This design comes from an exercise in tuning for small area, a short achievable clock period and few clock cycles on the open sky130 flow, not from production work.
Only simulation tests tie the RTL to the original design; equivalence was not proved.

==> inputs of trial 3 <==
Design rs_bm_decoder, start of the top module:
module rs_bm_decoder (
    input  wire         clk,
    input  wire         rst,
    input  wire         start,
    input  wire [4:0]   t_in,
    input  wire [377:0] word_in,
    output wire         ready,
    output reg          done,
    output reg          ok,
    output reg  [4:0]   nerr,
    output wire [377:0] word_out
);
  localparam integer P  = 4;                  
  localparam integer NG = (63 + P - 1) / P;   
  localparam integer NS = NG * P;             
  function [5:0] gf_mul(input [5:0] a, input [5:0] b);
    reg [10:0] p;
    integer i;
    begin
      p = 11'd0;
      for (i = 0; i < 6; i = i + 1)
        if (b[i]) p = p ^ ({5'd0, a} << i);
      for (i = 10; i >= 6; i = i - 1)
        if (p[i]) p = p ^ (11'b1000011 << (i - 6));
      gf_mul = p[5:0];
    end
  endfunction
  localparam [377:0] APOW = {6'd33, 6'd49, 6'd57, 6'd61, 6'd63, 6'd62, 6'd31, 6'd46, 6'd23, 6'd42, 6'd21, 6'd43, 6'd52, 6'd26, 6'd13, 6'd39, 6'd50, 6'd25, 6'd45, 6'd55, 6'd58, 6'd29, 6'd47, 6'd54, 6'd27, 6'd44, 6'd22, 6'd11, 6'd36, 6'd18, 6'd9, 6'd37, 6'd51, 6'd56, 6'd28, 6'd14, 6'd7, 6'd34, 6'd17, 6'd41, 6'd53, 6'd59, 6'd60, 6'd30, 6'd15, 6'd38, 6'd19, 6'd40, 6'd20, 6'd10, 6'd5, 6'd35, 6'd48, 6'd24, 6'd12, 6'd6, 6'd3, 6'd32, 6'd16, 6'd8, 6'd4, 6'd2, 6'd1};
  localparam [383:0] INV = {6'd32, 6'd3, 6'd16, 6'd55, 6'd58, 6'd59, 6'd8, 6'd36, 6'd60, 6'd17, 6'd29, 6'd10, 6'd18, 6'd38, 6'd4, 6'd42, 6'd41, 6'd12, 6'd30, 6'd7, 6'd5, 6'd48, 6'd47, 6'd13, 6'd19, 6'd50, 6'd9, 6'd56, 6'd21, 6'd27, 6'd2, 6'd63, 6'd6, 6'd45, 6'd53, 6'd11, 6'd34, 6'd20, 6'd15, 6'd23, 6'd24, 6'd14, 6'd35, 6'd26, 6'd39, 6'd51, 6'd54, 6'd61, 6'd25, 6'd22, 6'd40, 6'd46, 6'd28, 6'd52, 6'd37, 6'd57, 6'd44, 6'd31, 6'd43, 6'd49, 6'd62, 6'd33, 6'd1, 6'd0};
  ...
export LEC_CHECK = 0
export CAP_MARGIN = 30
export CORE_MARGIN = 2
export CORE_UTILIZATION = 40
export SETUP_SLACK_MARGIN = 5
export SLEW_MARGIN = 30
create_clock -name core_clock -period 10.0 [get_ports {clk}]
run.sh (not shown) runs the stock make flow with config.mk's settings and CLKGATE_MAP_FILE= SYNTH_SCRIPT=/design/flow/synth_recipe.tcl, a recipe that flattens the netlist after the stock synthesis.
==> trial 38 (differences from trial 3) <==
==> flow/design.v (replaced) <==
module rs_bm_decoder (
    input  wire         clk,
    input  wire         rst,
    input  wire         start,
    input  wire [4:0]   t_in,
    input  wire [377:0] word_in,
    output wire         ready,
    output reg          done,
    output reg          ok,
    output reg  [4:0]   nerr,
    output wire [377:0] word_out
);
  localparam integer P  = 4;                  
  localparam integer NG = (63 + P - 1) / P;   
  localparam integer NS = NG * P;             
  function [5:0] gf_mul(input [5:0] a, input [5:0] b);
    reg [10:0] p;
    integer i;
    begin
      p = 11'd0;
      for (i = 0; i < 6; i = i + 1)
        if (b[i]) p = p ^ ({5'd0, a} << i);
      for (i = 10; i >= 6; i = i - 1)
        if (p[i]) p = p ^ (11'b1000011 << (i - 6));
      gf_mul = p[5:0];
    end
  endfunction
  localparam [377:0] APOW = {6'd33, 6'd49, 6'd57, 6'd61, 6'd63, 6'd62, 6'd31, 6'd46, 6'd23, 6'd42, 6'd21, 6'd43, 6'd52, 6'd26, 6'd13, 6'd39, 6'd50, 6'd25, 6'd45, 6'd55, 6'd58, 6'd29, 6'd47, 6'd54, 6'd27, 6'd44, 6'd22, 6'd11, 6'd36, 6'd18, 6'd9, 6'd37, 6'd51, 6'd56, 6'd28, 6'd14, 6'd7, 6'd34, 6'd17, 6'd41, 6'd53, 6'd59, 6'd60, 6'd30, 6'd15, 6'd38, 6'd19, 6'd40, 6'd20, 6'd10, 6'd5, 6'd35, 6'd48, 6'd24, 6'd12, 6'd6, 6'd3, 6'd32, 6'd16, 6'd8, 6'd4, 6'd2, 6'd1};
  localparam [383:0] INV = {6'd32, 6'd3, 6'd16, 6'd55, 6'd58, 6'd59, 6'd8, 6'd36, 6'd60, 6'd17, 6'd29, 6'd10, 6'd18, 6'd38, 6'd4, 6'd42, 6'd41, 6'd12, 6'd30, 6'd7, 6'd5, 6'd48, 6'd47, 6'd13, 6'd19, 6'd50, 6'd9, 6'd56, 6'd21, 6'd27, 6'd2, 6'd63, 6'd6, 6'd45, 6'd53, 6'd11, 6'd34, 6'd20, 6'd15, 6'd23, 6'd24, 6'd14, 6'd35, 6'd26, 6'd39, 6'd51, 6'd54, 6'd61, 6'd25, 6'd22, 6'd40, 6'd46, 6'd28, 6'd52, 6'd37, 6'd57, 6'd44, 6'd31, 6'd43, 6'd49, 6'd62, 6'd33, 6'd1, 6'd0};
  localparam [1919:0] PNT = {6'd1, 6'd16, 6'd12, 6'd5, 6'd19, 6'd60, 6'd17, 6'd28, 6'd9, 6'd22, 6'd47, 6'd45, 6'd13, 6'd21, 6'd31, 6'd57, 6'd2, 6'd32, 6'd24, 6'd10, 6'd38, 6'd59, 6'd34, 6'd56, 6'd18, 6'd44, 6'd29, 6'd25, 6'd26, 6'd42, 6'd62, 6'd49, 6'd4, 6'd3, 6'd48, 6'd20, 6'd15, 6'd53, 6'd7, 6'd51, 6'd36, 6'd27, 6'd58, 6'd50, 6'd52, 6'd23, 6'd63, 6'd33, 6'd8, 6'd6, 6'd35, 6'd40, 6'd30, 6'd41, 6'd14, 6'd37, 6'd11, 6'd54, 6'd55, 6'd39, 6'd43, 6'd46, 6'd61, 6'd1, 6'd1, 6'd8, 6'd3, 6'd24, 6'd5, 6'd40, 6'd15, 6'd59, 6'd17, 6'd14, 6'd51, 6'd18, 6'd22, 6'd54, 6'd58, 6'd25, 6'd13, 6'd43, 6'd23, 6'd62, 6'd57, 6'd1, 6'd8, 6'd3, 6'd24, 6'd5, 6'd40, 6'd15, 6'd59, 6'd17, 6'd14, 6'd51, 6'd18, 6'd22, 6'd54, 6'd58, 6'd25, 6'd13, 6'd43, 6'd23, 6'd62, 6'd57, 6'd1, 6'd8, 6'd3, 6'd24, 6'd5, 6'd40, 6'd15, 6'd59, 6'd17, 6'd14, 6'd51, 6'd18, 6'd22, 6'd54, 6'd58, 6'd25, 6'd13, 6'd43, 6'd23, 6'd62, 6'd57, 6'd1, 6'd1, 6'd4, 6'd16, 6'd3, 6'd12, 6'd48, 6'd5, 6'd20, 6'd19, 6'd15, 6'd60, 6'd53, 6'd17, 6'd7, 6'd28, 6'd51, 6'd9, 6'd36, 6'd22, 6'd27, 6'd47, 6'd58, 6'd45, 6'd50, 6'd13, 6'd52, 6'd21, 6'd23, 6'd31, 6'd63, 6'd57, 6'd33, 6'd2, 6'd8, 6'd32, 6'd6, 6'd24, 6'd35, 6'd10, 6'd40, 6'd38, 6'd30, 6'd59, 6'd41, 6'd34, 6'd14, 6'd56, 6'd37, 6'd18, 6'd11, 6'd44, 6'd54, 6'd29, 6'd55, 6'd25, 6'd39, 6'd26, 6'd43, 6'd42, 6'd46, 6'd62, 6'd61, 6'd49, 6'd1, 6'd1, 6'd2, 6'd4, 6'd8, 6'd16, 6'd32, 6'd3, 6'd6, 6'd12, 6'd24, 6'd48, 6'd35, 6'd5, 6'd10, 6'd20, 6'd40, 6'd19, 6'd38, 6'd15, 6'd30, 6'd60, 6'd59, 6'd53, 6'd41, 6'd17, 6'd34, 6'd7, 6'd14, 6'd28, 6'd56, 6'd51, 6'd37, 6'd9, 6'd18, 6'd36, 6'd11, 6'd22, 6'd44, 6'd27, 6'd54, 6'd47, 6'd29, 6'd58, 6'd55, 6'd45, 6'd25, 6'd50, 6'd39, 6'd13, 6'd26, 6'd52, 6'd43, 6'd21, 6'd42, 6'd23, 6'd46, 6'd31, 6'd62, 6'd63, 6'd61, 6'd57, 6'd49, 6'd33, 6'd1, 6'd1, 6'd1, 6'd1, 6'd1, 6'd1, 6'd1, 6'd1, 6'd1, 6'd1, 6'd1, 6'd1, 6'd1, 6'd1, 6'd1, 6'd1, 6'd1, 6'd1, 6'd1, 6'd1, 6'd1, 6'd1, 6'd1, 6'd1, 6'd1, 6'd1, 6'd1, 6'd1, 6'd1, 6'd1, 6'd1, 6'd1, 6'd1, 6'd1, 6'd1, 6'd1, 6'd1, 6'd1, 6'd1, 6'd1, 6'd1, 6'd1, 6'd1, 6'd1, 6'd1, 6'd1, 6'd1, 6'd1, 6'd1, 6'd1, 6'd1, 6'd1, 6'd1, 6'd1, 6'd1, 6'd1, 6'd1, 6'd1, 6'd1, 6'd1, 6'd1, 6'd1, 6'd1, 6'd1, 6'd1};
  integer k, q;
  localparam [1:0] A_IDLE = 2'd0, A_SYN = 2'd1, A_RUN = 2'd2, A_FIN = 2'd3;
  reg [1:0]  a_state;
  reg [5:0]  R   [0:62];      
  reg [5:0]  W1  [0:62];      
  reg [4:0]  tA;
  reg [5:0]  synd;            
  reg [5:0]  win [1:31];      
  reg [5:0]  C   [0:31];      
  reg [5:0]  Bs  [0:31];      
  reg [5:0]  Bc  [0:31];      
  reg [5:0]  gam;             
  reg [5:0]  L;
  reg [5:0]  sh;
  reg [5:0]  n;
  reg        b_busy;
  reg [5:0]  bk;
  wire       b_free = !b_busy || (bk == NG + 1);
  wire       hand   = (a_state == A_FIN) && b_free;
  assign ready = (a_state == A_IDLE) || hand;
  reg [5:0] rot [0:62];
  reg [5:0] s_next;
  always @* begin
    s_next = 6'd0;
    for (k = 0; k < 63; k = k + 1) begin
      rot[k] = gf_mul(R[k], APOW[6*k +: 6]);
      s_next = s_next ^ rot[k];
    end
  end
  reg [5:0] d;
  always @* begin
    d = gf_mul(C[0], synd);
    for (k = 1; k < 32; k = k + 1)
      d = d ^ gf_mul(C[k], win[k]);
  end
  wire grow = (d != 6'd0) && ({L, 1'b0} <= {1'b0, n});
  always @(posedge clk) begin
    for (k = 0; k < 63; k = k + 1)
      R[k] <= ready ? word_in[6*k +: 6] : rot[k];
    if (ready) begin
      for (k = 0; k < 63; k = k + 1)
        W1[k] <= word_in[6*k +: 6];
      tA <= t_in;
    end
    synd   <= s_next;
    win[1] <= synd;
    for (k = 2; k < 32; k = k + 1)
      win[k] <= win[k-1];
    if (ready) begin
      for (k = 0; k < 32; k = k + 1) begin
        C[k]  <= (k == 0) ? 6'd1 : 6'd0;
        Bs[k] <= (k == 0) ? 6'd1 : 6'd0;
        Bc[k] <= (k == 0) ? 6'd1 : 6'd0;
      end
      gam <= 6'd1;
      L   <= 6'd0;
      sh  <= 6'd0;
      n   <= 6'd0;
    end else if (a_state == A_RUN) begin
      for (k = 0; k < 32; k = k + 1)
        C[k] <= gf_mul(gam, C[k]) ^ ((k == 0) ? 6'd0 : gf_mul(d, Bs[k-1]));
      if (grow) begin
        for (k = 0; k < 32; k = k + 1) begin
          Bs[k] <= C[k];
          Bc[k] <= C[k];
        end
        gam <= d;
        L   <= n + 6'd1 - L;
        sh  <= 6'd0;
      end else begin
        Bs[0] <= 6'd0;
        for (k = 1; k < 32; k = k + 1)
          Bs[k] <= Bs[k-1];
        sh <= sh + 6'd1;
      end
      n <= n + 6'd1;
    end
    if (rst) begin
      a_state <= A_IDLE;
    end else begin
      case (a_state)
        A_IDLE: if (start) a_state <= A_SYN;
        A_SYN:  a_state <= A_RUN;
        A_RUN:  if (n == {tA, 1'b0} - 6'd1) a_state <= A_FIN;
        A_FIN:  if (hand) a_state <= start ? A_SYN : A_IDLE;
      endcase
    end
  end
  reg [5:0]  TL  [0:31];      
  reg [5:0]  TB  [0:31];      
  reg [5:0]  W2  [0:62];      
  reg [5:0]  E   [0:NS-1];    
  reg [5:0]  gB, LB, shB;
  reg [4:0]  tB;
  reg        rootR [0:P-1];
  reg [5:0]  oddR  [0:P-1];
  reg [5:0]  bvR   [0:P-1];
  reg [5:0]  Z     [0:P-1];   
  reg [5:0]  BP;              
  reg [5:0]  rcnt;
  genvar g;
  generate
    for (g = 0; g < 63; g = g + 1) begin : g_out
      assign word_out[6*g +: 6] = W2[g];
    end
  endgenerate
  reg [5:0] lam_q [0:P-1];
  reg [5:0] odd_q [0:P-1];
  reg [5:0] bv_q  [0:P-1];
  always @* begin
    for (q = 0; q < P; q = q + 1) begin
      lam_q[q] = 6'd0;
      odd_q[q] = 6'd0;
      bv_q[q]  = 6'd0;
      for (k = 0; k < 32; k = k + 1) begin
        lam_q[q] = lam_q[q] ^ gf_mul(TL[k], APOW[6*((63 * 64 - ((k * q) % 63)) % 63) +: 6]);
        if (k % 2 == 1)
          odd_q[q] = odd_q[q] ^ gf_mul(TL[k], APOW[6*((63 * 64 - ((k * q) % 63)) % 63) +: 6]);
        bv_q[q] = bv_q[q] ^ gf_mul(TB[k], APOW[6*((63 * 64 - ((k * q) % 63)) % 63) +: 6]);
      end
    end
  end
  reg [5:0] e_q [0:P-1];
  reg [5:0] rsum;
  always @* begin
    rsum = rcnt;
    for (q = 0; q < P; q = q + 1) begin
      e_q[q] = rootR[q] ? gf_mul(Z[q], INV[6*gf_mul(bvR[q], oddR[q]) +: 6]) : 6'd0;
      rsum = rsum + {5'd0, rootR[q]};
    end
  end
  reg [5:0] degB;
  always @* begin
    degB = 6'd0;
    for (k = 1; k < 32; k = k + 1)
      if (TL[k] != 6'd0) degB = k;
  end
  wire [5:0] sB = ({tB, 1'b0} >= shB) ? ({tB, 1'b0} - shB) : ({tB, 1'b0} + 6'd63 - shB);
  wire [5:0] K  = gf_mul(gB, TL[0]);
  wire       fin = b_busy && (bk == NG);
  reg        degok;           
  wire       okf = degok && (rsum == LB);
  reg [5:0] Enext [0:NS-1];
  always @* begin
    for (k = 0; k < NS - P; k = k + 1)
      Enext[k] = E[k+P];
    for (q = 0; q < P; q = q + 1)
      Enext[NS-P+q] = e_q[q];
  end
  always @(posedge clk) begin
    for (k = 0; k < NS; k = k + 1)
      E[k] <= Enext[k];
    if (hand) begin
      for (k = 0; k < 32; k = k + 1) begin
        TL[k] <= C[k];
        TB[k] <= Bc[k];
      end
      gB  <= gam;
      LB  <= L;
      shB <= sh;
      tB  <= tA;
      for (k = 0; k < 63; k = k + 1)
        W2[k] <= W1[k];
    end else begin
      for (k = 0; k < 32; k = k + 1) begin
        TL[k] <= gf_mul(TL[k], APOW[6*((63 * 64 - ((k * P) % 63)) % 63) +: 6]);
        TB[k] <= gf_mul(TB[k], APOW[6*((63 * 64 - ((k * P) % 63)) % 63) +: 6]);
      end
      if (fin && okf)
        for (k = 0; k < 63; k = k + 1)
          W2[k] <= W2[k] ^ Enext[k];
    end
    for (q = 0; q < P; q = q + 1) begin
      rootR[q] <= (lam_q[q] == 6'd0) && (P * bk + q < 63) && (bk < NG);
      oddR[q]  <= odd_q[q];
      bvR[q]   <= bv_q[q];
      Z[q]     <= (bk == 6'd0) ? gf_mul(K, PNT[6*(64*q + sB) +: 6]) : gf_mul(Z[q], BP);
    end
    if (bk == 6'd0) BP <= PNT[6*(64*P + sB) +: 6];
    rcnt <= (bk == 6'd0) ? 6'd0 : rsum;
    degok <= (LB <= {1'b0, tB}) && (degB == LB);
    ok   <= okf;
    nerr <= okf ? LB[4:0] : 5'd0;
    if (rst) begin
      b_busy <= 1'b0;
      bk     <= 6'd0;
      done   <= 1'b0;
    end else begin
      done <= fin;
      if (hand) begin
        b_busy <= 1'b1;
        bk     <= 6'd0;
      end else if (b_busy) begin
        if (bk == NG + 1) b_busy <= 1'b0;
        else bk <= bk + 6'd1;
      end
    end
  end
endmodule
==> flow/config.mk (replaced) <==
export PLATFORM = sky130hd
export DESIGN_NAME = rs_bm_decoder
export DESIGN_NICKNAME = rs_bm_decoder
export VERILOG_FILES = /design/flow/design.v
export SDC_FILE = /design/flow/constraint.sdc
export NUM_CORES = 8
export LEC_CHECK = 0
export CAP_MARGIN = 20
export CORE_MARGIN = 2
export CORE_UTILIZATION = 40
export SLEW_MARGIN = 20
==> comparison <==
Trial 38 went through all stages and came out clean. Trial 3 finished with antenna violations left.
In trial 3 the synthesized cell count is larger than in trial 38, by 0.42%.
In trial 38 the design area is smaller than in trial 3, by about 5%.
Of trial 38 and trial 3, trial 3 has the higher final cell count (gap about 3%, measured against trial 3).
Of trial 38 and trial 3, trial 3 has the higher via count (gap 14%, measured against trial 3).
Against trial 38, the fmax of trial 3 is larger by 25%.
Against trial 38, the global-route usage of trial 3 is higher by 12 points.
In trial 38 the utilization is lower than in trial 3, by 1.7 points.
Against trial 3, the worst hold slack of trial 38 is lower by 0.86 ps.
Non-clock buffer count: trial 38 is lower than trial 3 (381).
Of trial 38 and trial 3, trial 3 has the higher die area (gap 0.88%, measured against trial 3).
Testbench counts of trial 3, summed over its fixed seeds: cycles 7,872.
Testbench counts of trial 38, summed over its fixed seeds: cycles 8,060.

[port drivers added, routing unchanged]
How much do the figures lean on ideal ports? The routed layouts below were timed once more, with nothing changed but the port constraints.
Step 1, drivers: a clkbuf_16 drives clk and a buf_2 each remaining input, both assumed.
Step 2 moves the port delays by t, midway between the first and last clock arrival at a register: inputs arrive t later, outputs are due t later. That takes back most of the time a late clock gives input paths.
Slacks: ideal / step 1 / step 2; pairs: ideal / step 1.
run	t, ns	setup slack, ns	clock arrival spread, ns	worst data-port slew with drivers (ns)	cell pins on the clock port's net
trial 3	1.161	4.374 / 4.374 / 3.855	0.130 / 0.130	0.19	1
trial 38	1.118	2.952 / 2.951 / 2.952	0.119 / 0.120	0.21	1
For trial 3, which loses most, drivers alone change the setup slack by 0.000 ns; drivers and shift together by -0.519 ns.
